Context: an optimization exercise on an open-source flow, tuned for small area, a short achievable clock period and few clock cycles per item. The choices shown serve that exercise and are no tape-out recipe.
In this exercise RTL edits were held to simulation tests only and were not proved equivalent to the original.

==> run a <==
// hme_fsearch
module hme_fsearch (
    input  wire         clk,
    input  wire         rst,
    input  wire         start,
    input  wire [4:0]   grid_rows_m1,    
    input  wire [4:0]   grid_cols_m1,    
    output reg          busy,
    output reg          done,
    output wire         ref_req,
    output wire [8:0]   ref_y,
    output wire [8:0]   ref_x,
    input  wire [127:0] ref_row,
    output wire         tgt_req,
    output wire [8:0]   tgt_y,
    output wire [8:0]   tgt_x,
    input  wire [127:0] tgt_row,
    output reg          res_valid,
    output wire [4:0]   res_mb_row,
    output wire [4:0]   res_mb_col,
    output wire [4:0]   res_dy,
    output wire [4:0]   res_dx,
    output wire [15:0]  res_cost
);
    reg [4:0] gr_m1, gc_m1;
    reg [4:0] mb_r, mb_c;
    reg       run;                     
    wire top   = (mb_r == 5'd0);
    wire bot   = (mb_r == gr_m1);
    wire left  = (mb_c == 5'd0);
    wire right = (mb_c == gc_m1);
    reg              g_ph;             
  ...
clock: 22.0 ns
lec_check: 0
cap_margin: 20
core_margin: 2
core_utilization: 25
cts_cluster_diameter: 80
cts_cluster_size: 30
place_density: 0.5
slew_margin: 20
standard.sh (not shown) runs the stock make flow with config.mk's settings and CLKGATE_MAP_FILE= SYNTH_SCRIPT=/design/flow/synth_recipe.tcl, a recipe that flattens the netlist after the stock synthesis.
==> flow/flow/run.sh <==
#!/bin/bash
# The standard layout, with the smallest buffer (buf_1) on the ports
# instead of the one buffer_ports picks by default.
set -euo pipefail
cd "$(dirname "$0")/.."
export BUFFER_PORTS_ARGS="-buffer_cell sky130_fd_sc_hd__buf_1"
export SETUP_SLACK_MARGIN=15.2
bash standard.sh > standard.log 2>&1
==> run b (differences from run a) <==
--- a/flow/design.v
+++ b/flow/design.v
@@ -63,32 +63,27 @@
     wire              s_out   = !l_in && !r_in;
     wire signed [5:0] a_inc   = g_a + g_st;
     wire signed [5:0] a_nx    = g_new ? ((s_out && !t_in) ? e_b : a_lo)
                                       : (s_out ? e_b : a_inc);
     wire              more    = s_out ? (g_a == e_t[4:0] && bt_in) : (g_a != a_hi[4:0]);
     wire              full_nx = g_new ? (t_in || s_out) : (s_out || a_inc == e_b);
     wire signed [5:0] b_nx    = full_nx ? b_lo : (l_in ? e_l : e_r);
     reg               r_v, x_v, d_v;
-    reg signed [5:0]  r_u;
-    reg signed [4:0]  r_nx;
-    reg signed [4:0]  x_dy, d_dy;
-    reg signed [4:0]  x_dx, d_dx;
+    reg signed [4:0]  r_dy, x_dy, d_dy;
+    reg signed [4:0]  r_dx, x_dx, d_dx;
     reg        [3:0]  r_row, x_row, d_row;
     reg        [15:0] r_acc, x_acc, d_acc;
     reg        [108-1:0] d_cs;
     wire [8:0] ty = {mb_r, 4'd0};
     wire [8:0] tx = {mb_c, 4'd0};
     assign ref_req = r_v;
     assign tgt_req = r_v;
-    wire [4:0] mb_r_m1 = mb_r - 5'd1;
-    wire [4:0] mb_r_p1 = mb_r + 5'd1;
-    wire [4:0] mb_c_m1 = mb_c - 5'd1;
-    assign ref_y   = {r_u[5] ? mb_r_m1 : (r_u[4] ? mb_r_p1 : mb_r), r_u[3:0]};
-    assign ref_x   = {r_nx[4] ? mb_c_m1 : mb_c, r_nx[3:0]};
+    assign ref_y   = ty + {5'd0, r_row} - {{4{r_dy[4]}}, r_dy};
+    assign ref_x   = tx - {{4{r_dx[4]}}, r_dx};
     assign tgt_y   = {mb_r, r_row};
     assign tgt_x   = tx;
     wire [15:0] sg;
     wire [7:0] df0, ad0;
     wire [8:0] bw0;
     assign bw0[0] = 1'b1;
     assign df0[0] = ref_row[0] ^ ~tgt_row[0];
     assign bw0[1] = (ref_row[0] & ~tgt_row[0]) | (ref_row[0] & bw0[0]) | (~tgt_row[0] & bw0[0]);
@@ -766,42 +761,38 @@
     wire [15:0] lose_s = {ls15, ls14, ls13, ls12, ls11, ls10, ls9, ls8, ls7, ls6, ls5, ls4, ls3, ls2, ls1, ls0};
     wire [15:0] lose_c = {lc15, lc14, lc13, lc12, lc11, lc10, lc9, lc8, lc7, lc6, lc5, lc4, lc3, lc2, lc1, lc0};
     wire [16:0] lose_t = {1'b0, lose_s} + {lose_c, 1'b0} + {16'd0, !ahead};
     wire lose   = lose_t[16];
     wire fin    = (d_row == 4'd15);
     wire cont   = d_v && !lose && !fin;
     wire win    = d_v && !lose && fin;
     wire take   = !cont && g_ok;
-    wire signed [5:0] u_cont  = {2'b00, d_row} + 6'sd1 - {d_dy[4], d_dy};
-    wire signed [4:0] nx_cont = ~d_dx + 5'sd1;
-    wire signed [5:0] u_take  = 6'sd0 - {g_a[4], g_a};
-    wire signed [4:0] nx_take = 5'sd0 - g_b;
     wire drained = run && g_done && !r_v && !x_v && !d_v;
     always @(posedge clk) begin
         x_v   <= r_v;
-        x_dy  <= r_row - r_u[4:0];
-        x_dx  <= 5'sd0 - r_nx;
+        x_dy  <= r_dy;
+        x_dx  <= r_dx;
         x_row <= r_row;
         x_acc <= r_acc;
         d_v   <= x_v;
         d_dy  <= x_dy;
         d_dx  <= x_dx;
         d_row <= x_row;
         d_acc <= x_acc;
         d_cs  <= cs_in;
         r_v <= cont || g_ok;
         if (cont) begin
-            r_u   <= u_cont;
-            r_nx  <= nx_cont;
+            r_dy  <= d_dy;
+            r_dx  <= d_dx;
             r_row <= d_row + 4'd1;
             r_acc <= acc_new;
         end else begin
-            r_u   <= u_take;
-            r_nx  <= nx_take;
+            r_dy  <= g_a;
+            r_dx  <= g_b;
             r_row <= 4'd0;
             r_acc <= 16'd0;
         end
         if (win) begin
             best_cost <= acc_new;
             best_dy   <= d_dy;
             best_dx   <= d_dx;
         end
==> flow/flow/run.sh (replaced) <==
#!/bin/bash
# The standard layout, with the smallest buffer (buf_1) on the ports
# instead of the one buffer_ports picks by default.
set -euo pipefail
cd "$(dirname "$0")/.."
export BUFFER_PORTS_ARGS="-buffer_cell sky130_fd_sc_hd__buf_1"
export SETUP_SLACK_MARGIN=14.6
bash standard.sh > standard.log 2>&1
==> run c (differences from run a) <==
--- a/flow/design.v
+++ b/flow/design.v
@@ -63,32 +63,27 @@
     wire              s_out   = !l_in && !r_in;
     wire signed [5:0] a_inc   = g_a + g_st;
     wire signed [5:0] a_nx    = g_new ? ((s_out && !t_in) ? e_b : a_lo)
                                       : (s_out ? e_b : a_inc);
     wire              more    = s_out ? (g_a == e_t[4:0] && bt_in) : (g_a != a_hi[4:0]);
     wire              full_nx = g_new ? (t_in || s_out) : (s_out || a_inc == e_b);
     wire signed [5:0] b_nx    = full_nx ? b_lo : (l_in ? e_l : e_r);
     reg               r_v, x_v, d_v;
-    reg signed [5:0]  r_u;
-    reg signed [4:0]  r_nx;
-    reg signed [4:0]  x_dy, d_dy;
-    reg signed [4:0]  x_dx, d_dx;
+    reg signed [4:0]  r_dy, x_dy, d_dy;
+    reg signed [4:0]  r_dx, x_dx, d_dx;
     reg        [3:0]  r_row, x_row, d_row;
     reg        [15:0] r_acc, x_acc, d_acc;
     reg        [108-1:0] d_cs;
     wire [8:0] ty = {mb_r, 4'd0};
     wire [8:0] tx = {mb_c, 4'd0};
     assign ref_req = r_v;
     assign tgt_req = r_v;
-    wire [4:0] mb_r_m1 = mb_r - 5'd1;
-    wire [4:0] mb_r_p1 = mb_r + 5'd1;
-    wire [4:0] mb_c_m1 = mb_c - 5'd1;
-    assign ref_y   = {r_u[5] ? mb_r_m1 : (r_u[4] ? mb_r_p1 : mb_r), r_u[3:0]};
-    assign ref_x   = {r_nx[4] ? mb_c_m1 : mb_c, r_nx[3:0]};
+    assign ref_y   = ty + {5'd0, r_row} - {{4{r_dy[4]}}, r_dy};
+    assign ref_x   = tx - {{4{r_dx[4]}}, r_dx};
     assign tgt_y   = {mb_r, r_row};
     assign tgt_x   = tx;
     wire [15:0] sg;
     wire [7:0] df0, ad0;
     wire [8:0] bw0;
     assign bw0[0] = 1'b1;
     assign df0[0] = ref_row[0] ^ ~tgt_row[0];
     assign bw0[1] = (ref_row[0] & ~tgt_row[0]) | (ref_row[0] & bw0[0]) | (~tgt_row[0] & bw0[0]);
@@ -766,42 +761,38 @@
     wire [15:0] lose_s = {ls15, ls14, ls13, ls12, ls11, ls10, ls9, ls8, ls7, ls6, ls5, ls4, ls3, ls2, ls1, ls0};
     wire [15:0] lose_c = {lc15, lc14, lc13, lc12, lc11, lc10, lc9, lc8, lc7, lc6, lc5, lc4, lc3, lc2, lc1, lc0};
     wire [16:0] lose_t = {1'b0, lose_s} + {lose_c, 1'b0} + {16'd0, !ahead};
     wire lose   = lose_t[16];
     wire fin    = (d_row == 4'd15);
     wire cont   = d_v && !lose && !fin;
     wire win    = d_v && !lose && fin;
     wire take   = !cont && g_ok;
-    wire signed [5:0] u_cont  = {2'b00, d_row} + 6'sd1 - {d_dy[4], d_dy};
-    wire signed [4:0] nx_cont = ~d_dx + 5'sd1;
-    wire signed [5:0] u_take  = 6'sd0 - {g_a[4], g_a};
-    wire signed [4:0] nx_take = 5'sd0 - g_b;
     wire drained = run && g_done && !r_v && !x_v && !d_v;
     always @(posedge clk) begin
         x_v   <= r_v;
-        x_dy  <= r_row - r_u[4:0];
-        x_dx  <= 5'sd0 - r_nx;
+        x_dy  <= r_dy;
+        x_dx  <= r_dx;
         x_row <= r_row;
         x_acc <= r_acc;
         d_v   <= x_v;
         d_dy  <= x_dy;
         d_dx  <= x_dx;
         d_row <= x_row;
         d_acc <= x_acc;
         d_cs  <= cs_in;
         r_v <= cont || g_ok;
         if (cont) begin
-            r_u   <= u_cont;
-            r_nx  <= nx_cont;
+            r_dy  <= d_dy;
+            r_dx  <= d_dx;
             r_row <= d_row + 4'd1;
             r_acc <= acc_new;
         end else begin
-            r_u   <= u_take;
-            r_nx  <= nx_take;
+            r_dy  <= g_a;
+            r_dx  <= g_b;
             r_row <= 4'd0;
             r_acc <= 16'd0;
         end
         if (win) begin
             best_cost <= acc_new;
             best_dy   <= d_dy;
             best_dx   <= d_dx;
         end
==> flow/flow/run.sh (replaced) <==
#!/bin/bash
# The standard layout, with the smallest buffer (buf_1) on the ports
# instead of the one buffer_ports picks by default.
set -euo pipefail
cd "$(dirname "$0")/.."
export BUFFER_PORTS_ARGS="-buffer_cell sky130_fd_sc_hd__buf_1"
bash standard.sh > standard.log 2>&1
==> key figures <==
STA
  • Final period util: 32.3%
  • Post-route minimum period: 7.12 ns
  • Skew final: between 0.02 and 0.025 ns

Layout
  • Sequential cell area share: between 20 and 25%
  • Sequential Area: 5690 um2
  • Multi-input combinational area share: 56.4%
  • NonClk Buf Share: 5.47%

Worst setup path
  • Worst path bufs/invs: 1
  • Critical path arrival: 2.72 ns
  • R2R setup slack: 15.05 ns

Route
  • Initial DRC Count: 544

Synth
  • Synth cell types: 92
  • Top cell type's share of synthesized area: 25.3%

Clock tree
  • Post-cts sizing count: 0

Status
  • Status: finished clean

Hold path
  • Hold_sp: x_acc[0]$_DFF_P_
-- figures above: run b

==> key figures <==
Status
  • Status: finished clean

Synth
  • Synth cell types: 88
  • Top cell type's share of synthesized area: 25.1%

Clock tree
  • Post-cts sizing count: 13

Hold path
  • Hold_sp: x_dx[2]$_DFF_P_

Layout
  • Sequential cell area share: 22.4%
  • NonClk Buf Share: ~6.3%
  • Sequential Area: about 5700 um2

Worst setup path
  • Critical path arrival: 7.09 ns
  • Worst path bufs/invs: 5

STA
  • Post-route minimum period: between 6 and 7 ns
-- figures above: run a

==> key figures <==
Clock tree
  • Post-cts sizing count: 0

Layout
  • Sequential cell area share: 23.1%
  • Inverters: 379
  • Sequential Area: roughly 5700 um2
  • NonClk Buf Share: 5.47%
  • Multi-input combinational area share: 56.3%

STA
  • Final period util: 32.6%
  • Post-route minimum period: between 7 and 8 ns

Worst setup path
  • Critical path arrival: 2.76 ns
  • R2R setup slack: roughly 15 ns
  • Worst path bufs/invs: 2

Synth
  • Top cell type's share of synthesized area: between 20% and 30%
  • Synth cell count leaders: inv_1 (379), dfxtp_1 (269), ha_1 (246), xnor2_1 (200), nor2_1 (145)
  • Synth cell types: 92
  • Multiplexer share of the synthesized area: 2.41%

Status
  • Status: finished clean

Route
  • Initial DRC Count: 522
-- figures above: run c

Testbench counts of run a, summed over its fixed seeds: cycles 198,758, mbs 298.
Testbench counts of run b, summed over its fixed seeds: cycles 198,758, mbs 298.
Testbench counts of run c, summed over its fixed seeds: cycles 198,758, mbs 298.

separate check: timing with driven ports:
The results above use ideal ports. As a check the final layouts listed here were re-extracted and re-timed, cells and wires unchanged.
Step 1 assumes that a clkbuf_16 drives the clock port and a buf_2 every other input.
Step 2 times the ports against the registers' clock, not the clock port: input delays grow and output delays shrink by t, the midpoint of the rising clock arrivals with the driver on.
a / b / c = no drivers / after step 1 / after step 2; a / b = the first two.
run | t, ns | slack for setup (ns) | worst hold slack (ns) | pins driven straight from the clock port
run a | 0.619 | 15.319 / 15.319 / 14.777 | 0.328 / 0.328 / 0.328 | 1
run b | 0.627 | 14.885 / 14.825 / 14.331 | 0.328 / 0.328 / 0.328 | 1
run c | 0.627 | 14.836 / 14.776 / 14.332 | 0.329 / 0.329 / 0.329 | 1
After both steps every run listed still meets setup and hold. The setup slack of run b, which loses most, moves by -0.060 ns with the drivers and by -0.554 ns with both steps.
